Context: an optimization exercise on an open-source flow, tuned for small area, a short achievable clock period and few clock cycles per item. The choices shown serve that exercise and are no tape-out recipe.
Where RTL was checked, it was by simulation tests only, not by an equivalence proof against the original.
Only the layout flow was run in run 3; the RTL was not checked for function there.

--- design/flow/config.mk ---
export PLATFORM = sky130hd
export DESIGN_NAME = re_dist
export DESIGN_NICKNAME = re_dist
export VERILOG_FILES = /design/flow/design.v
export SDC_FILE = /design/flow/constraint.sdc
export NUM_CORES = 4
export LEC_CHECK = 0
export CAP_MARGIN = 20
export CORE_MARGIN = 2
export CORE_UTILIZATION = 40
export PLACE_DENSITY = 0.6
export SETUP_SLACK_MARGIN = 5
export SLEW_MARGIN = 20
--- design/flow/constraint.sdc ---
create_clock -name core_clock -period 12.0 [get_ports {clk}]
set_input_delay 2.4000 -clock core_clock [delete_from_list [all_inputs] [get_ports {clk}]]
set_output_delay 2.4000 -clock core_clock [all_outputs]
set_load 0.01 [all_outputs]
--- design/flow/design.v ---
module re_dist_add #(parameter W = 8) (
    input  wire [W-1:0] a,
    input  wire [W-1:0] b,
    input  wire         cin,
    output wire [W-1:0] s,
    output wire         cout
);
    localparam N = W + 1;
    localparam TOP = (N > 64) ? 64 : (N > 32) ? 32 : (N > 16) ? 16 : (N > 8) ? 8 : (N > 4) ? 4 : (N > 2) ? 2 : 1;
    reg [N-1:0] g, p;
    reg [W-1:0] hp;
    integer i, l;
    always @* begin
        g[0] = cin;
        p[0] = 1'b0;
        for (i = 0; i < W; i = i + 1) begin
            g[i+1] = a[i] & b[i];
            p[i+1] = a[i] ^ b[i];
            hp[i]  = a[i] ^ b[i];
        end
        for (l = 1; l < N; l = l * 2)
            for (i = 2 * l - 1; i < N; i = i + 2 * l) begin
                g[i] = g[i] | (p[i] & g[i-l]);
                p[i] = p[i] & p[i-l];
            end
        for (l = TOP; l >= 1; l = l / 2)
            for (i = 3 * l - 1; i < N; i = i + 2 * l) begin
                g[i] = g[i] | (p[i] & g[i-l]);
                p[i] = p[i] & p[i-l];
            end
    end
    assign s    = hp ^ g[W-1:0];
    assign cout = g[W];
endmodule
module re_dist_dstep (
    input  wire [24:0] r2,
    input  wire        b,
    output wire [24:0] r2n,
    output wire [2:0]  j
);
    wire c0  = (r2 >= 25'd16000000);     
    wire c1a = (r2 >= 25'd5051886);      
    wire c1b = (r2 >= 25'd21051886);     
    wire [1:0]  k  = b ? (c1b ? 2'd2 : c1a ? 2'd1 : 2'd0) : {1'b0, c0};
    wire [25:0] kc = b ? (c1b ? 26'h3ffffff - 26'd42103771 + 26'd1
                        : c1a ? 26'h3ffffff - 26'd10103771 + 26'd1
                        : 26'd21896229)
                       : (c0 ? 26'h3ffffff - 26'd32000000 + 26'd1 : 26'd0);
    wire [25:0] t;
    wire        tco;
    re_dist_add #(.W(26)) u_t (.a({r2, 1'b0}), .b(kc), .cin(1'b0), .s(t), .cout(tco));
    assign r2n = t[24:0];
    assign j   = {b, k};
endmodule
module re_dist_dstep_f (
    input  wire [24:0] r2,
    input  wire        b,
    output wire [24:0] r2n,
    output wire [2:0]  j
);
    wire [25:0] k0 = b ? 26'd21896229 : 26'd0;
    wire [25:0] k1 = b ? 26'h3ffffff - 26'd10103771 + 26'd1 : 26'h3ffffff - 26'd32000000 + 26'd1;
    wire [25:0] k2 = b ? 26'h3ffffff - 26'd42103771 + 26'd1 : 26'h3ffffff - 26'd64000000 + 26'd1;
    wire [25:0] t0, t1, t2;
    wire        c0, c1, c2;      
    re_dist_add #(.W(26)) u_t0 (.a({r2, 1'b0}), .b(k0), .cin(1'b0), .s(t0), .cout(c0));
    re_dist_add #(.W(26)) u_t1 (.a({r2, 1'b0}), .b(k1), .cin(1'b0), .s(t1), .cout(c1));
    re_dist_add #(.W(26)) u_t2 (.a({r2, 1'b0}), .b(k2), .cin(1'b0), .s(t2), .cout(c2));
    assign r2n = c2 ? t2[24:0] : c1 ? t1[24:0] : t0[24:0];
    wire e0  = (r2 >= 25'd16000000);     
    wire e1a = (r2 >= 25'd5051886);      
    wire e1b = (r2 >= 25'd21051886);     
    assign j   = b ? {1'b1, e1b, e1a & ~e1b} : {2'b00, e0};
endmodule
module re_dist (
    input  wire        clk,
    input  wire        rst,
    input  wire        start,
    input  wire        mode,
    input  wire [39:0] a,
    input  wire [39:0] b,
    input  wire [39:0] c,
    input  wire [39:0] d,
    input  wire [39:0] rx_time,
    output wire        ready,
    output reg         done,
    output wire        ok,
    output wire [63:0] tof,
    output wire [63:0] dist_mm
);
    localparam integer K = 6;
    localparam integer W = 65 + K;
    reg        st_idle, st_m1, st_m2, st_div, st_fin;
    reg [3:0]  sc;        
    reg [69:0] X;         
    reg        xo;        
    reg [39:0] Y;         
    reg        yprev;     
    reg [39:0] Cc;        
    reg [39:0] Dd;        
    reg [W-1:0] P;        
    reg [41:0] s;
    reg        bad;
    reg        okr;
    reg        started;
    reg [4:0]  pos;
    reg        bv, bq1, bq0;    
    assign ready   = st_idle;
    assign ok      = okr;
    assign tof     = {33'd0, P[32:2]};        
    assign dist_mm = {30'd0, Cc[33:0]};
    wire [6:0]   yb = {Y[5:0], yprev};
    wire [W-1:0] row [0:2];
    wire [2:0]   neg;
    genvar gi;
    generate
        for (gi = 0; gi < 3; gi = gi + 1) begin : g_row
            wire b0 = yb[2*gi], b1 = yb[2*gi+1], b2 = yb[2*gi+2];
            wire one = b1 ^ b0;
            wire two = (b2 & ~b1 & ~b0) | (~b2 & b1 & b0);
            assign neg[gi] = b2 & ~(b1 & b0);
            wire [W-1:0] mag = ({W{one}} & {1'b0, X}) | ({W{two}} & {X, 1'b0});
            assign row[gi] = {W{neg[gi]}} ^ (mag << (2*gi));
        end
    endgenerate
    wire [W-1:0] cs_s0 = row[0] ^ row[1] ^ row[2];
    wire [W-1:0] cs_c0 = {((row[0] & row[1]) | (row[0] & row[2]) | (row[1] & row[2])), neg[0]};
    wire [W-1:0] cs_s1 = P ^ cs_s0 ^ cs_c0;
    wire [W-1:0] cs_c1 = {((P & cs_s0) | (P & cs_c0) | (cs_s0 & cs_c0)), neg[1]};
    wire [W-1:0] msum  = cs_s1 + cs_c1 + {{(W-1){1'b0}}, neg[2]};
    wire [63:0]  dval  = ~msum[63:0];        
    wire         mbad  = (xo | (|X[69:64])) & (|Y);
    wire         ylast = ~(|Y[39:K]) & ~Y[K-1];
    wire         m1end = st_m1 & ylast;
    wire         m2end = st_m2 & ylast & (sc[2] | sc[3]);
    wire         p1big = |msum[W-1:64];        
    wire         dneg  = ~(&msum[W-1:64]);     
    wire         mfail = m2end & (bad | mbad | dneg);
    wire [41:0] R = X[41:0];
    wire [42:0] ad_a = ({43{sc[0]}}         & {3'b000, X[39:0]})
                     | ({43{sc[1] | sc[2]}} & {1'b0, s})
                     | ({43{sc[3]}}         & {R, P[63]});
    wire [42:0] ad_b = ({43{sc[0]}}         & {3'b000, Y})
                     | ({43{sc[1]}}         & {3'b000, Cc})
                     | ({43{sc[2]}}         & {3'b000, Dd})
                     | ({43{sc[3]}}         & ~{1'b0, s});
    wire        ad_c = sc[3];
    wire [42:0] ad_s;
    wire        ad_co;
    re_dist_add #(.W(43)) u_add (.a(ad_a), .b(ad_b), .cin(ad_c), .s(ad_s), .cout(ad_co));
    wire [41:0] sa    = ad_s[41:0];
    wire        q1    = ad_co;           
    wire [41:0] r1    = q1 ? ad_s[41:0] : {R[40:0], P[63]};
    wire [42:0] a2_s;
    wire        q0;                      
    wire [42:0] a2_a = st_idle ? {3'b000, rx_time} : {r1, P[62]};
    wire [42:0] a2_b = st_idle ? {3'b111, ~c} : ~{1'b0, s};
    re_dist_add #(.W(43)) u_add2 (.a(a2_a), .b(a2_b), .cin(1'b1), .s(a2_s), .cout(q0));
    wire [41:0] r2q   = q0 ? a2_s[41:0] : {r1[40:0], P[62]};
    wire [49:0] sk_diff;
    wire        sk_ge;
    re_dist_add #(.W(50)) u_skip (.a({R, P[63:56]}), .b(~{8'd0, s}), .cin(1'b1), .s(sk_diff), .cout(sk_ge));
    wire        skip8 = st_div & ~started & (pos >= 5'd9) & ~sk_ge;
    wire        dlast = st_div & ~skip8 & (pos == 5'd1);
    wire [33:0] Q  = Cc[33:0];
    wire [24:0] R2 = Dd[24:0];
    wire [24:0] r2a, r2b;
    wire [2:0]  ja, jb;
    re_dist_dstep u_da (.r2(R2),  .b(bq1), .r2n(r2a), .j(ja));
    re_dist_dstep_f u_db (.r2(r2a), .b(bq0), .r2n(r2b), .j(jb));
    wire [4:0]  t   = {1'b0, ja, 1'b0} + {2'b00, jb};
    wire [33:0] qa1 = Q + 34'd1;
    wire [33:0] qa2 = Q + 34'd2;
    wire [33:0] qa3 = Q + 34'd3;
    wire [33:0] qa4 = Q + 34'd4;
    reg  [33:0] qu;
    always @* begin
        case (t[4:2])
            3'd0:    qu = Q;
            3'd1:    qu = qa1;
            3'd2:    qu = qa2;
            3'd3:    qu = qa3;
            default: qu = qa4;
        endcase
    end
    wire [33:0] qn = {qu[31:0], t[1:0]};
    always @(posedge clk) begin
        if (rst) begin
            st_idle <= 1'b1;
            st_m1   <= 1'b0;
            st_m2   <= 1'b0;
            st_div  <= 1'b0;
            st_fin  <= 1'b0;
            sc      <= 4'd0;
            done    <= 1'b0;
        end else begin
            st_idle <= st_idle ? ~start : mfail | st_fin;
            st_m1   <= st_idle ? start : st_m1 & ~ylast;
            st_m2   <= m1end | (st_m2 & ~m2end);
            st_div  <= (m2end & ~(bad | mbad | dneg)) | (st_div & ~dlast);
            st_fin  <= dlast;
            sc      <= st_idle ? {3'd0, start}
                     : (mfail | st_fin) ? 4'd0
                     : {sc[3] | sc[2], sc[1], sc[0], 1'b0};
            done    <= mfail | st_fin;
        end
    end
    always @(posedge clk) begin
        okr <= st_fin & (|s);                 
        if (~st_idle & ~sc[3])
            s <= sa;
        bv  <= st_div & ~skip8;
        bq1 <= q1;
        bq0 <= q0;
        if (bv) begin
            Cc[33:0] <= qn;
            Dd[24:0] <= r2b;
        end
        if (st_idle) begin
            xo      <= 1'b0;
            bad     <= 1'b0;
            P       <= {W{1'b0}};
            X       <= {30'd0, mode ? b : a};
            Y       <= mode ? a2_s[39:0] : b;
            yprev   <= 1'b0;
            Cc      <= mode ? a : c;
            Dd      <= d;
            pos     <= 5'd31;
            started <= 1'b0;
        end else if (st_div | st_fin) begin
            Y       <= Y >> K;
            yprev   <= Y[K-1];
            X[69:42] <= 28'd0;
            P[W-1:64] <= {(W-64){1'b0}};
            pos     <= pos - (skip8 ? 5'd8 : 5'd2);
            if (skip8) begin
                X[41:0] <= {R[33:0], P[63:56]};
                P[63:0] <= {P[55:0], 8'd0};
            end else begin
                X[41:0] <= r2q;
                P[63:0] <= {P[61:0], q1, q0};
                started <= started | q1 | q0;
            end
        end else begin
            bad     <= bad | mbad;
            pos     <= 5'd31;
            started <= 1'b0;
            Y       <= Y >> K;
            yprev   <= Y[K-1];
            P       <= msum;
            X       <= X << K;
            xo      <= xo | (|X[69:70-K]);
            if (m1end) begin
                bad   <= bad | mbad | p1big;
                P     <= ~msum;
                X     <= {30'd0, Cc};
                xo    <= 1'b0;
                Y     <= Dd;
                yprev <= 1'b0;
            end
            if (m2end) begin
                X  <= {38'd0, dval[63:32]};
                P  <= {{(W-64){1'b0}}, dval[31:0], 32'd0};
                Cc <= 40'd0;
                Dd <= 40'd0;
            end
        end
    end
endmodule
--- design/flow/run.sh ---
#!/bin/bash
# synth_recipe.tcl (not shown) runs the flow's synth.tcl, then flattens the netlist and writes it again
# the make line also repeats each setting of config.mk as NAME=value (left out here)
make -C /OpenROAD-flow-scripts/flow DESIGN_CONFIG=/design/flow/config.mk WORK_HOME=/design/flow/orfs CLKGATE_MAP_FILE= SYNTH_SCRIPT=/design/flow/synth_recipe.tcl finish
==> summary.txt, run 1 <==
Placed design
  – DP Wirelength: around 140000 µm
  – Pre-CTS setup slack: ~3 ns
  – Number of port buffers: between 200 and 300
  – DP Area: 0.0428 mm²
  – Final estimated routing congestion in global placement: between 1 and 1.5

GRT
  – Global route overflow: 0
  – Global Route Usage Sum: around a third
  – Vias in the first global route: just under 40000
  – Largest net degree at the start of global routing: ~190
  – Antenna violations before repair: 12
  – First-pass GRT wire length: around 270000 µm

Route
  – Vias: 40900
  – Detail Route Antenna Nets: 0
  – First drt pass iteration count: 8
  – Iter 0 DRT Violations: 5323
  – Post-DR wirelength/cell: around 30 µm
  – DRC Markers: 0
  – Via density per instance: 6.42
  – Routed wire length: around 190000 µm

Synth
  – Yosys warns: 4
  – Synthesized area per cell: between 8 and 9 µm²
  – Main combinational cell family by area after synthesis: compound AO/OA/AOI/OAI gates
  – Synth unique cells: between 90 and 100
  – EDFF count, synth: 63
  – Synthesized cell area: between 0.03 and 0.04 mm²
  – Post-Synth Adder-Cell Area: 18.3%
  – Post-synthesis cell count: slightly below 5000
  – Simple-gate share of the synthesized area: about an eighth
  – Mux contribution to synthesized area: ~6.7%
  – Synth Area in Compound Gates: between 20 and 30%
  – Synth Register Bits: about 330
  – FFs w/ async S/R, synth: 0%
  – Top FF cell, synth: dfxtp_1
  – Synth Area in XOR/XNOR: 8.97%
  – Seq/Total Area, Yosys: 17.9%

Critical path
  – WP data arrival: 7.85 ns
  – Critical path class: flop to flop
  – CP Max Fanout: 10
  – Reg2Reg Depth: 31
  – CP startpoint kind: flop
  – R2R Path Start: sc[1]
  – CP Capture Type: flop
  – Crit path max-delay cell type: a222oi_1
  – Flop2flop setup slack: around 4.7 ns
  – Crit Reg-Reg Endpoint: X[30]
  – WP data required: 12.54 ns
  – Slowest stage delay, CP: 0.47 ns

STA
  – RSZ-0062 raised after global routing: yes
  – Max frequency: around 140 MHz
  – Final Hold Fails: 0
  – Final Max Slew Viols: 0
  – Relative slew margins: a little over an eighth
  – Setup TNS: 0 ns
  – Max Clock Skew: 0.0500 ns
  – Final min period: roughly 7.3 ns
  – Worst-Margin Slew: ~1.3 ns
  – Setup slack after layout: 4.69 ns
  – Ratio of final minimum period to clock period: about 60%
  – Final setup viols: 0

Min path
  – HP Class: flop to flop
  – Hold Path Cell Cnt: 2
  – HP Start: pos[4]
  – Endpoint of the worst hold path: pos[4]

Clock tree
  – CTS HTree Levels: 2
  – Worst-path clk slew: around 0.060 ns
  – CTS sink count: around 330
  – Clk latency of the worst-skew pair: around 0.65 ns
  – CTS tree: built
  – Root Driver: clkbuf_16
  – Num CTS Buffers: 45
  – Hold-fix buffers, CTS: 0
  – Clock Path Buffers: 3

Layout
  – Share of cells above drive strength 1: a little over an eighth
  – Layout area overhead: 18.7%
  – Nets: between 5000 and 6000
  – Final Core Density: a little under half
  – Final Instance Area: roughly 0.047 mm²

Die
  – Initial Utilization: 40.4%
  – Core area: 0.0986 mm²
  – # IOs: 335
  – Site Rows: roughly 120
  – Die Height: roughly 320 µm
  – DIE AREA: 0.102 mm²
  – Horiz. Die Dim: approximately 320 µm

Job
  – Total of max-cap violations: 0

Status
  – Status: timing/DRC/antenna clean
## stage by stage
stage | hold WS (ns) | std cells
6_report | 0.536 | 6367
5_1_grt | 0.561 | 6363
4_1_cts | 0.518 | 6308
3_5_place_dp | 0.504 | 6158
3_3_place_gp | 0.495 | 6158
2_1_floorplan | 0.467 | 5006
## worst max-delay path by stage
stage	startpoint	endpoint	slack (ns)	cells past startpoint
floorplan	Dd[1]	Cc[33]	5.00	39
global placement	sc[1]	X[30]	3.14	28
detailed placement	sc[1]	X[30]	3.00	28
CTS	sc[1]	Y[38]	4.92	34
global route	sc[1]	X[8]	4.54	35
finish	sc[1]	X[30]	4.69	31
## cells by family (layout without fill, tap and decap cells)
logic type | Yosys count | after routing
AOI/OAI and AO/OA | 1498 | 1502
DFF | 325 | 325
xor gates and xnor gates | 408 | 408
muxes | 257 | 257
buffers and inverters | 883 | 949
adders and majority gates | 460 | 460
other | 1 | 67
and+or+nand+nor | 1112 | 1112
## worst max-delay path, delay by kind of cell (launching register included)
kind,cells,cell delay (ns)
xor gates and xnor gates,1,0.16
AOI/OAI and AO/OA,17,3.79
buffers and inverters,4,0.58
muxes,3,0.67
adders and majority gates,3,0.88
DFF,1,0.35
and+or+nand+nor,3,0.76
## cells in the mapped netlist (all sizes together), types with 17 or more instances
library cell,n,area (µm²)
nand2,477,1790
inv,383,1440
o21ai,350,1750
xnor2,342,3000
a21oi,312,1570
clkbuf,292,1100
dfxtp,262,5250
ha,257,3220
nor2,230,866
a22oi,222,1670
buf,206,1340
fa,203,4060
mux2i,175,1750
mux2,82,923
a211oi,70,536
xor2,66,578
edfxtp,63,1890
a21o,62,465
nand3,60,300
nand4,58,384
a221o,54,541
a222oi,49,490
nor3,49,250
and3,47,294
o21a,45,338
nor4,44,275
a221oi,41,383
o22ai,41,257
o211ai,40,305
nand2b,36,225
and2,35,221
o21bai,33,259
o31ai,28,215
nor2b,25,156
a31oi,22,138
a22o,18,158
o221ai,17,149
## flip-flops by register name, summed over array words and instances (netlist names), 4 cells and up
name,cells
Cc,40
Dd,40
P,71
X,70
Y,40
pos,4
s,42
sc,4
## final cells by class
class | instances | area (µm²)
sequential | 325 | 7180
timing repair buffer | 480 | 4800
fill | 9525 | 51300
multi-input combinational | 3802 | 30700
tap | 1287 | 1610
clock buffer | 67 | 1360
inverter | 385 | 1480
clock inverter | 17 | 173
antenna | 4 | 10.0
## placed cells by master, fill, tap and decap left out, drive strengths merged, types with 66 or more instances in the layout
cell type	count
ha	257
a22oi	222
xor2	66
clkbuf	71
mux2	82
fa	203
nor2	230
clkdlybuf4s50	270
o21ai	351
nand2	477
dfxtp	262
buf	201
xnor2	342
inv	385
a21oi	313
a211oi	70
mux2i	175
## per-layer routing
layer / part of all wire (%) / track usage (%) / vias up
li1: - / - / 17800
met1: 39 / 45.7 / 19700
met2: 43 / 53.4 / 2731
met3: 11 / 7.54 / 682
met4: 7.4 / 20.7 / 8
met5: 0.019 / 0 / -
## timing repair
item | in CTS | in global routing
buffers inserted | 54 | 49
endpoints found under the setup margin | 125 | 106
resized for setup | 182 | 252
gates cloned | 12 | 6
endpoints found under the hold margin | 0 | 0
pin swaps | 72 | 120
Testbench counts, summed over its fixed seeds: cycles 5,740, items 320.
==> run 2: changes to the inputs <==
--- a/design/flow/design.v
+++ b/design/flow/design.v
@@ -159,7 +159,10 @@
     wire [41:0] r2q   = q0 ? a2_s[41:0] : {r1[40:0], P[62]};
+    wire        dfirst = (pos == 5'd31);
+    wire [49:0] sk_a = dfirst ? {2'b00, R[31:0], P[63:48]} : {R, P[63:56]};
     wire [49:0] sk_diff;
     wire        sk_ge;
-    re_dist_add #(.W(50)) u_skip (.a({R, P[63:56]}), .b(~{8'd0, s}), .cin(1'b1), .s(sk_diff), .cout(sk_ge));
-    wire        skip8 = st_div & ~started & (pos >= 5'd9) & ~sk_ge;
-    wire        dlast = st_div & ~skip8 & (pos == 5'd1);
+    re_dist_add #(.W(50)) u_skip (.a(sk_a), .b(~{8'd0, s}), .cin(1'b1), .s(sk_diff), .cout(sk_ge));
+    wire        skip16 = st_div & dfirst & ~sk_ge;
+    wire        skip8  = st_div & ~dfirst & ~started & (pos >= 5'd9) & ~sk_ge;
+    wire        dlast  = st_div & ~skip8 & ~skip16 & (pos == 5'd1);
     wire [33:0] Q  = Cc[33:0];
@@ -211,3 +214,3 @@
             s <= sa;
-        bv  <= st_div & ~skip8;
+        bv  <= st_div & ~skip8 & ~skip16;
         bq1 <= q1;
@@ -234,4 +237,7 @@
             P[W-1:64] <= {(W-64){1'b0}};
-            pos     <= pos - (skip8 ? 5'd8 : 5'd2);
-            if (skip8) begin
+            pos     <= pos - (skip16 ? 5'd16 : skip8 ? 5'd8 : 5'd2);
+            if (skip16) begin
+                X[41:0] <= {R[25:0], P[63:48]};
+                P[63:0] <= {P[47:0], 16'd0};
+            end else if (skip8) begin
                 X[41:0] <= {R[33:0], P[63:56]};
==> run 2 against run 1 <==
Effect of this change: non-clock buffer count up 48; sequential share of layout area down 0.54 points; clock skew down 0.017 ns; critical endpoint is now X[31]; highest routed layer unchanged; critical path type unchanged; hold slack worse by 0.058 ns; synthesized area up 2.1%; routed wire length up 8.0%; register-to-register slack worse by 0.29 ns; clock-buffer cell count unchanged; critical path depth up 5; still clean.
==> summary.txt, run 2 <==
Status
  – Status: timing/DRC/antenna clean

Synth
  – Seq/Total Area, Yosys: 17.5%
  – Yosys warns: 4
  – Post-synth top area cell: dfxtp_1
  – Synthesized area per cell: 7.79 µm²
  – FFs w/ async S/R, synth: 0%
  – Mux contribution to synthesized area: ~4.5%
  – Largest cells by area after synthesis: dfxtp_1 13%, fa_1 10%, ha_1 7.9%
  – Synth Area in Compound Gates: 27.3%
  – Synth Register Bits: roughly 330
  – Synth Area in XOR/XNOR: 9.00%
  – Synth unique cells: 100
  – Simple-gate share of the synthesized area: 14.0%
  – Top cells by count, synth: 612 x nand2_1, 389 x inv_1, 360 x a21oi_1
  – Main combinational cell family by area after synthesis: compound AO/OA/AOI/OAI gates
  – EDFF count, synth: between 60 and 70
  – Leading cell type by number of instances after synthesis: nand2_1
  – Synth top area share: roughly 13%
  – Post-Synth Adder-Cell Area: between 15 and 20%
  – Synthesized cell area: 0.0407 mm²
  – Top FF cell, synth: dfxtp_1
  – Post-synthesis cell count: ~5200

Critical path
  – Crit Reg-Reg Endpoint: X[31]
  – Critical path class: flop to flop
  – Crit. Startpoint: sc[1]
  – Reg2Reg Depth: 36
  – Crit path max-delay cell type: a2111oi_4
  – Flop2flop setup slack: approximately 4.4 ns
  – CP Capture Type: flop
  – WP data arrival: ~8.1 ns
  – CP bufs+invs: 11
  – CP Max Fanout: 6
  – R2R Path Start: sc[1]
  – Cell repeated most along the worst path: buf_12
  – Slowest stage delay, CP: about 0.46 ns
  – Family with the most delay on the worst path: compound AO/OA/AOI/OAI gates
  – CP startpoint kind: flop
  – WP data required: approximately 13 ns

Route
  – DRC Markers: 0
  – Iter 0 DRT Violations: ~6400
  – Detail Route Antenna Nets: 0
  – First drt pass iteration count: 11
  – Routed wire length: 204000 µm
  – Post-DR wirelength/cell: approximately 30 µm
  – Via density per instance: ~6.5
  – Vias: ~44000

STA
  – Final min period: approximately 7.6 ns
  – Final Max Slew Viols: 0
  – Setup slack after layout: around 4.4 ns
  – Worst-Margin Slew: ~1.3 ns
  – Max Clock Skew: ~0.033 ns
  – Final setup viols: 0
  – Ratio of final minimum period to clock period: between 60% and 70%
  – Relative slew margins: approximately 15%
  – RSZ-0062 raised after global routing: yes
  – Setup TNS: 0 ns
  – Max frequency: 131 MHz
  – Final Hold Fails: 0

Die
  – Die Height: between 300 and 400 µm
  – Initial Utilization: between 40% and 50%
  – DIE AREA: 0.104 mm²
  – Core area: 0.100 mm²
  – # IOs: 335
  – Site Rows: approximately 120
  – Horiz. Die Dim: 323 µm

Placed design
  – Final estimated routing congestion in global placement: 1.02
  – DP Area: approximately 0.044 mm²
  – Pre-CTS setup slack: roughly 2.2 ns
  – Number of port buffers: approximately 270
  – DP Wirelength: about 150000 µm
  – Dpl cells: roughly 6500

Layout
  – Max reg flops: 71
  – Layout area overhead: 20.6%
  – Most common cell after layout, fill and taps aside: nand2_1
  – Share of cells above drive strength 1: between 10% and 20%
  – Most flop-heavy register: P
  – Regs by FF count: P x71, X x70, s x42
  – Most frequent cells in the layout: 589 x nand2_1, 384 x inv_1, 348 x xnor2_1, 329 x a21oi_1, 270 x clkdlybuf4s50_1
  – Final cell count without fillers: 6734
  – Final Instance Area: just under 0.05 mm²
  – Nets: between 6000 and 7000

Job
  – Total of max-cap violations: 0

Min path
  – Hold Path Cell Cnt: 1
  – HP Start: started
  – Endpoint of the worst hold path: started
  – HP Class: flop to flop

GRT
  – Vias in the first global route: 41500
  – Largest net degree at the start of global routing: approximately 110
  – Global Route Usage Sum: about 38%
  – First-pass GRT wire length: 289000 µm
  – Global route overflow: 0
  – Antenna violations before repair: 8

Clock tree
  – Worst-path clk slew: 0.06 ns
  – CTS tree: built
  – CTS HTree Levels: 2
  – Clk latency of the worst-skew pair: between 0.6 and 0.7 ns
  – Num CTS Buffers: 45
  – Clock Path Buffers: 3
  – Hold-fix buffers, CTS: 0
  – Root Driver: clkbuf_16
  – CTS sink count: roughly 330
run 2: cells by family after synthesis:
logic type	after synthesis
buf+inv	925
xor+xnor	418
compound gates	1652
flops	325
other cells	1
fa+ha+maj	460
mux	180
simple gates	1259
run 2: cell type report:
cell class / count / area [µm²]
timing repair buffer: 528 / 5260
sequential: 325 / 7190
fill: 9931 / 51400
inverter: 396 / 1560
clock inverter: 16 / 168
antenna: 2 / 5.00
clock buffer: 67 / 1400
timing repair inverter: 2 / 60.1
multi-input combinational: 4041 / 31700
tap: 1357 / 1700
run 2: per-layer routing:
metal,GRT usage [%],wire (µm),up-vias
met3,11.4,26600,836
met5,0,154,-
met2,55.1,83800,3248
met4,25.5,17200,8
li1,-,-,18700
met1,47.2,76300,20800
run 2: worst max-delay path by stage:
| stage | endpoint | slack, ns | cells past startpoint |
|---|---|---|---|
| floorplan | Cc[29] | 5.00 | 38 |
| global placement | X[20] | 2.36 | 30 |
| detailed placement | X[0] | 2.22 | 30 |
| CTS | Cc[33] | 4.44 | 41 |
| global route | X[18] | 4.25 | 37 |
| finish | X[31] | 4.39 | 36 |
run 2: repair_timing:
action	CTS	global route
setup buffers	102	41
setup endpoints to repair	128	121
cloned	14	4
pin swaps	98	135
gates resized for setup	261	232
run 2: worst reg2reg max path, delay by kind of cell (launching register included):
family | cells | cell delay, ns
muxes | 1 | 0.19
adders and majority gates | 2 | 0.59
DFF | 1 | 0.35
AOI/OAI and AO/OA | 12 | 2.91
and+or+nand+nor | 10 | 1.92
buffers and inverters | 11 | 1.52
run 2: through the flow:
| step | hold WS, ns | util, % |
|---|---|---|
| 3_5_place_dp | 0.455 | 43.7 |
| 2_1_floorplan | 0.434 | - |
| 5_1_grt | 0.503 | 48.9 |
| 3_3_place_gp | 0.457 | 43.7 |
| 6_report | 0.478 | 48.9 |
| 4_1_cts | 0.474 | 47.5 |
Testbench counts of run 2, summed over its fixed seeds: cycles 5,420, items 320.
==> run 3: changes to the inputs <==
--- a/design/flow/design.v
+++ b/design/flow/design.v
@@ -94,9 +94,9 @@
     reg [3:0]  sc;        
-    reg [69:0] X;         
+    reg [63:0] X;         
     reg        xo;        
     reg [39:0] Y;         
-    reg        yprev;     
+    reg [K-1:0] ycn;      
     reg [39:0] Cc;        
     reg [39:0] Dd;        
-    reg [W-1:0] P;        
+    reg [63:0] P;         
     reg [41:0] s;
@@ -111,14 +111,9 @@
     assign dist_mm = {30'd0, Cc[33:0]};
-    wire [6:0]   yb = {Y[5:0], yprev};
-    wire [W-1:0] row [0:2];
-    wire [2:0]   neg;
+    wire [K-1:0] chunk = Y[K-1:0];
+    wire [W-1:0] pin   = {{(W-64){1'b0}}, P};
+    wire [W-1:0] row [0:K-1];
     genvar gi;
     generate
-        for (gi = 0; gi < 3; gi = gi + 1) begin : g_row
-            wire b0 = yb[2*gi], b1 = yb[2*gi+1], b2 = yb[2*gi+2];
-            wire one = b1 ^ b0;
-            wire two = (b2 & ~b1 & ~b0) | (~b2 & b1 & b0);
-            assign neg[gi] = b2 & ~(b1 & b0);
-            wire [W-1:0] mag = ({W{one}} & {1'b0, X}) | ({W{two}} & {X, 1'b0});
-            assign row[gi] = {W{neg[gi]}} ^ (mag << (2*gi));
+        for (gi = 0; gi < K; gi = gi + 1) begin : g_row
+            assign row[gi] = {{(W-64){1'b0}}, X[63:32] & {32{~ycn[gi]}}, X[31:0] & {32{chunk[gi]}}} << gi;
         end
@@ -126,14 +121,20 @@
     wire [W-1:0] cs_s0 = row[0] ^ row[1] ^ row[2];
-    wire [W-1:0] cs_c0 = {((row[0] & row[1]) | (row[0] & row[2]) | (row[1] & row[2])), neg[0]};
-    wire [W-1:0] cs_s1 = P ^ cs_s0 ^ cs_c0;
-    wire [W-1:0] cs_c1 = {((P & cs_s0) | (P & cs_c0) | (cs_s0 & cs_c0)), neg[1]};
-    wire [W-1:0] msum  = cs_s1 + cs_c1 + {{(W-1){1'b0}}, neg[2]};
-    wire [63:0]  dval  = ~msum[63:0];        
-    wire         mbad  = (xo | (|X[69:64])) & (|Y);
-    wire         ylast = ~(|Y[39:K]) & ~Y[K-1];
+    wire [W-1:0] cs_c0 = ((row[0] & row[1]) | (row[0] & row[2]) | (row[1] & row[2])) << 1;
+    wire [W-1:0] cs_s1 = row[3] ^ row[4] ^ row[5];
+    wire [W-1:0] cs_c1 = ((row[3] & row[4]) | (row[3] & row[5]) | (row[4] & row[5])) << 1;
+    wire [W-1:0] cs_s2 = pin ^ cs_s0 ^ cs_c0;
+    wire [W-1:0] cs_c2 = ((pin & cs_s0) | (pin & cs_c0) | (cs_s0 & cs_c0)) << 1;
+    wire [W-1:0] cs_s3 = cs_s1 ^ cs_c1 ^ cs_s2;
+    wire [W-1:0] cs_c3 = ((cs_s1 & cs_c1) | (cs_s1 & cs_s2) | (cs_c1 & cs_s2)) << 1;
+    wire [W-1:0] cs_s4 = cs_c2 ^ cs_s3 ^ cs_c3;
+    wire [W-1:0] cs_c4 = ((cs_c2 & cs_s3) | (cs_c2 & cs_c3) | (cs_s3 & cs_c3)) << 1;
+    wire [W-1:0] s3 = cs_s4;
+    wire [W-1:0] c3 = cs_c4;
+    wire [W-1:0] msum = s3 + c3;
+    wire [63:0]  dval = ~msum[63:0];         
+    wire         mbad = (|msum[W-1:64]) | (xo & (|chunk));
+    wire         ylast = ~(|Y[39:K]);
     wire         m1end = st_m1 & ylast;
     wire         m2end = st_m2 & ylast & (sc[2] | sc[3]);
-    wire         p1big = |msum[W-1:64];        
-    wire         dneg  = ~(&msum[W-1:64]);     
-    wire         mfail = m2end & (bad | mbad | dneg);
+    wire         mfail = m2end & (bad | mbad);
     wire [41:0] R = X[41:0];
@@ -159,10 +160,7 @@
     wire [41:0] r2q   = q0 ? a2_s[41:0] : {r1[40:0], P[62]};
-    wire        dfirst = (pos == 5'd31);
-    wire [49:0] sk_a = dfirst ? {2'b00, R[31:0], P[63:48]} : {R, P[63:56]};
     wire [49:0] sk_diff;
     wire        sk_ge;
-    re_dist_add #(.W(50)) u_skip (.a(sk_a), .b(~{8'd0, s}), .cin(1'b1), .s(sk_diff), .cout(sk_ge));
-    wire        skip16 = st_div & dfirst & ~sk_ge;
-    wire        skip8  = st_div & ~dfirst & ~started & (pos >= 5'd9) & ~sk_ge;
-    wire        dlast  = st_div & ~skip8 & ~skip16 & (pos == 5'd1);
+    re_dist_add #(.W(50)) u_skip (.a({R, P[63:56]}), .b(~{8'd0, s}), .cin(1'b1), .s(sk_diff), .cout(sk_ge));
+    wire        skip8 = st_div & ~started & (pos >= 5'd9) & ~sk_ge;
+    wire        dlast = st_div & ~skip8 & (pos == 5'd1);
     wire [33:0] Q  = Cc[33:0];
@@ -202,3 +200,3 @@
             st_m2   <= m1end | (st_m2 & ~m2end);
-            st_div  <= (m2end & ~(bad | mbad | dneg)) | (st_div & ~dlast);
+            st_div  <= (m2end & ~(bad | mbad)) | (st_div & ~dlast);
             st_fin  <= dlast;
@@ -214,3 +212,3 @@
             s <= sa;
-        bv  <= st_div & ~skip8 & ~skip16;
+        bv  <= st_div & ~skip8;
         bq1 <= q1;
@@ -224,6 +222,6 @@
             bad     <= 1'b0;
-            P       <= {W{1'b0}};
-            X       <= {30'd0, mode ? b : a};
+            P       <= 64'd0;
+            X       <= {24'd0, mode ? b : a};
             Y       <= mode ? a2_s[39:0] : b;
-            yprev   <= 1'b0;
+            ycn     <= ~(mode ? a2_s[K-1:0] : b[K-1:0]);
             Cc      <= mode ? a : c;
@@ -234,15 +232,11 @@
             Y       <= Y >> K;
-            yprev   <= Y[K-1];
-            X[69:42] <= 28'd0;
-            P[W-1:64] <= {(W-64){1'b0}};
-            pos     <= pos - (skip16 ? 5'd16 : skip8 ? 5'd8 : 5'd2);
-            if (skip16) begin
-                X[41:0] <= {R[25:0], P[63:48]};
-                P[63:0] <= {P[47:0], 16'd0};
-            end else if (skip8) begin
+            ycn     <= ~Y[2*K-1:K];
+            X[63:42] <= 22'd0;
+            pos     <= pos - (skip8 ? 5'd8 : 5'd2);
+            if (skip8) begin
                 X[41:0] <= {R[33:0], P[63:56]};
-                P[63:0] <= {P[55:0], 8'd0};
+                P       <= {P[55:0], 8'd0};
             end else begin
                 X[41:0] <= r2q;
-                P[63:0] <= {P[61:0], q1, q0};
+                P       <= {P[61:0], q1, q0};
                 started <= started | q1 | q0;
@@ -254,17 +248,16 @@
             Y       <= Y >> K;
-            yprev   <= Y[K-1];
-            P       <= msum;
+            ycn     <= ~Y[2*K-1:K];
+            P       <= msum[63:0];
             X       <= X << K;
-            xo      <= xo | (|X[69:70-K]);
+            xo      <= xo | (|X[63:64-K]);
             if (m1end) begin
-                bad   <= bad | mbad | p1big;
-                P     <= ~msum;
-                X     <= {30'd0, Cc};
-                xo    <= 1'b0;
-                Y     <= Dd;
-                yprev <= 1'b0;
+                P   <= dval;
+                X   <= {24'd0, Cc};
+                xo  <= 1'b0;
+                Y   <= Dd;
+                ycn <= ~Dd[K-1:0];
             end
             if (m2end) begin
-                X  <= {38'd0, dval[63:32]};
-                P  <= {{(W-64){1'b0}}, dval[31:0], 32'd0};
+                X  <= {32'd0, dval[63:32]};
+                P  <= {dval[31:0], 32'd0};
                 Cc <= 40'd0;
==> run 3 against run 2 <==
Effect of this change: synthesized cell count up 0.88%; setup slack better by 0.25 ns; die area up 4.9%; non-clock buffer count down 72; sequential share of layout area down 0.45 points; maximum frequency up 3.5%; clock skew down 0.0051 ns; global-route usage down 2.9 points; critical endpoint is now Cc[33]; register-to-register slack better by 0.25 ns; still clean.
==> summary.txt, run 3 <==
GRT
  – Antenna violations before repair: 15
  – Largest net degree at the start of global routing: 169
  – First-pass GRT wire length: 279000 µm
  – Global route overflow: 0
  – Vias in the first global route: between 40000 and 50000
  – Global Route Usage Sum: 34.6%

Critical path
  – CP Capture Type: flop
  – CP startpoint kind: flop
  – WP data required: about 12 ns
  – Crit path max-delay cell type: fa_2
  – Slowest stage delay, CP: 0.61 ns
  – Cell repeated most along the worst path: a21oi_2
  – Critical path class: flop to flop
  – WP data arrival: 7.83 ns
  – CP Max Fanout: 6

Route
  – Detail Route Antenna Nets: 0
  – Routed wire length: around 190000 µm
  – Vias: around 43000
  – Iter 0 DRT Violations: 5763
  – Via density per instance: ~6.2
  – DRC Markers: 0
  – Post-DR wirelength/cell: 28.5 µm
  – First drt pass iteration count: 8

Clock tree
  – CTS HTree Levels: 2
  – Worst-path clk slew: about 0.060 ns
  – Clk latency of the worst-skew pair: ~0.66 ns
  – Root Driver: clkbuf_16
  – Clock Path Buffers: 3
  – Hold-fix buffers, CTS: 0
  – CTS tree: built
  – CTS sink count: ~320
  – Num CTS Buffers: between 40 and 50

Layout
  – Regs by FF count: P x64, X x64, s x42
  – Nets: just over 6000
  – Layout area overhead: 15.8%
  – Share of cells above drive strength 1: about 9.7%
  – Most frequent cells in the layout: 568 x inv_1, 410 x nand2_1, 367 x fa_1, 342 x a21oi_1, 281 x o21ai_0
  – Final Core Density: a little under half
  – Final cell count without fillers: roughly 7000
  – # fillers: 10300
  – Most common cell after layout, fill and taps aside: inv_1

Die
  – Die Height: roughly 330 µm
  – Core area: around 0.11 mm²
  – # IOs: around 340
  – Initial Utilization: between 40 and 50%
  – Horiz. Die Dim: between 300 and 400 µm
  – DIE AREA: about 0.11 mm²
  – Site Rows: between 100 and 150

STA
  – Final min period: ~7.4 ns
  – Ratio of final minimum period to clock period: around 61%
  – RSZ-0062 raised after global routing: yes
  – Worst-Margin Slew: approximately 1.3 ns
  – Setup TNS: 0 ns
  – Final Max Slew Viols: 0
  – Max Clock Skew: about 0.028 ns
  – Relative slew margins: approximately 16%
  – Max frequency: about 140 MHz
  – Final setup viols: 0
  – Final Hold Fails: 0

Synth
  – Largest cells by area after synthesis: fa_1 17%, dfxtp_1 12%, ha_1 7.9%
  – Synth unique cells: 100
  – Post-synth top area cell: fa_1
  – Synthesized cell area: 0.0427 mm²
  – Synth Register Bits: roughly 320
  – Synthesized area per cell: 8.11 µm²
  – Seq/Total Area, Yosys: between 10% and 20%
  – FFs w/ async S/R, synth: 0%
  – Post-synthesis cell count: approximately 5300
  – Leading cell type by number of instances after synthesis: inv_1
  – Synth top area share: between 15 and 20%
  – Top cells by count, synth: 575 x inv_1, 423 x nand2_1, 373 x fa_1
  – Yosys warns: 4
  – Top FF cell, synth: dfxtp_1
  – EDFF count, synth: 63

Job
  – Total of max-cap violations: 0

Min path
  – HP Class: flop to flop

Placed design
  – DP Wirelength: 145000 µm
  – Dpl cells: 6621
  – Number of port buffers: approximately 270
  – Final estimated routing congestion in global placement: ~1.0

Status
  – Status: timing/DRC/antenna clean
==> run 3: changes by cell type after synthesis, moves of 70 or more <==
cell      change
xnor2_1     -253
a22oi_1     -240
and2_1      +195
nand2_1     -189
inv_1       +186
nor2b_1     +186
fa_1        +170
clkbuf_1     -70
==> run 3: final timing paths <==
path	from	endpoint	slack [ns]	cells past startpoint
hold / removal	P[45]	P[47]	0.49	2
hold reg to reg	P[45]	P[47]	0.49	2
setup reg to reg	Dd[1]	Cc[33]	4.65	39
setup / recovery	Dd[1]	Cc[33]	4.65	39
==> run 3: area by class of cell <==
| class | instances | area [µm²] | area share (%) |
|---|---|---|---|
| Multi-Input combinational cell | 3969 | 32500 | 65.8 |
| Sequential cell | 317 | 7020 | 14.2 |
| Timing Repair Buffer | 456 | 4460 | 9.02 |
| Inverter | 578 | 2190 | 4.43 |
| Tap cell | 1391 | 1740 | 3.52 |
| Clock buffer | 70 | 1340 | 2.71 |
| Clock inverter | 11 | 136 | 0.276 |
| Antenna cell | 7 | 17.5 | 0.0354 |
| Timing Repair inverter | 2 | 12.5 | 0.0253 |
==> run 3: metal layers <==
metal,vias up,routed length (µm),global-route usage [%]
met1,20800,77000,45.6
met5,-,87,0
met3,615,21800,7.91
li1,18300,-,-
met2,2790,81100,51.8
met4,12,13700,20.5
==> run 3: cell families after synthesis <==
kind of cell	after synthesis	share of synthesized area (%)
compound gates	1410	22.0
xor+xnor	161	3.37
fa+ha+maj	644	25.4
buf+inv	1045	10.5
flops	317	16.3
mux	203	4.90
other cells	1	0.00878
simple gates	1485	17.5
==> run 3: critical path, delay by kind of cell (launching register included) <==
kind | cells | cell delay [ns]
AOI/OAI and AO/OA | 19 | 3.03
DFF | 1 | 0.30
adders and majority gates | 5 | 1.84
and+or+nand+nor | 10 | 1.36
buffers and inverters | 5 | 0.60
==> run 3: stage by stage <==
stage               setup slack (ns)  hold WS, ns  cell area [µm²]
detailed placement              2.74        0.473            46000
finish                          4.65        0.492            49400
global route                    4.37        0.522            49400
floorplan                       4.96        0.448            43000
global placement                2.89        0.463            45900
CTS                             4.84        0.493            48800
==> run 3: timing repair <==
action / 4_1_cts / 5_1_grt
endpoints found under the setup margin: 119 / 100
buffers inserted: 63 / 18
pin swaps: 72 / 65
gates resized for setup: 177 / 122
hold endpoints to repair: 0 / 0
cloned: 10 / 1

-- static timing again, ports no longer ideal --
Ports are ideal in the flow. The routed layouts listed here were re-timed in OpenROAD. Step 1: set_driving_cell puts a clkbuf_16 on clk and a buf_2 on each other input, an assumption about the parent block. Step 2 times the ports against the registers' clock, not the clock port: input delays grow and output delays shrink by t, the midpoint of the rising clock arrivals with the driver on. Three values: ideal, step 1, step 2; two values: the first two.
| run | shift t [ns] | setup WS [ns] | worst hold slack (ns) | pins driven straight from the clock port |
|---|---|---|---|---|
| run 1 | 0.704 | 4.688 / 4.688 / 4.688 | 0.536 / 0.536 / 0.536 | 1 |
| run 2 | 0.716 | 4.393 / 4.393 / 4.393 | 0.478 / 0.478 / 0.478 | 1 |
| run 3 | 0.709 | 4.647 / 4.647 / 4.647 | 0.492 / 0.492 / 0.492 | 1 |
After both steps setup and hold are still met in every run listed.
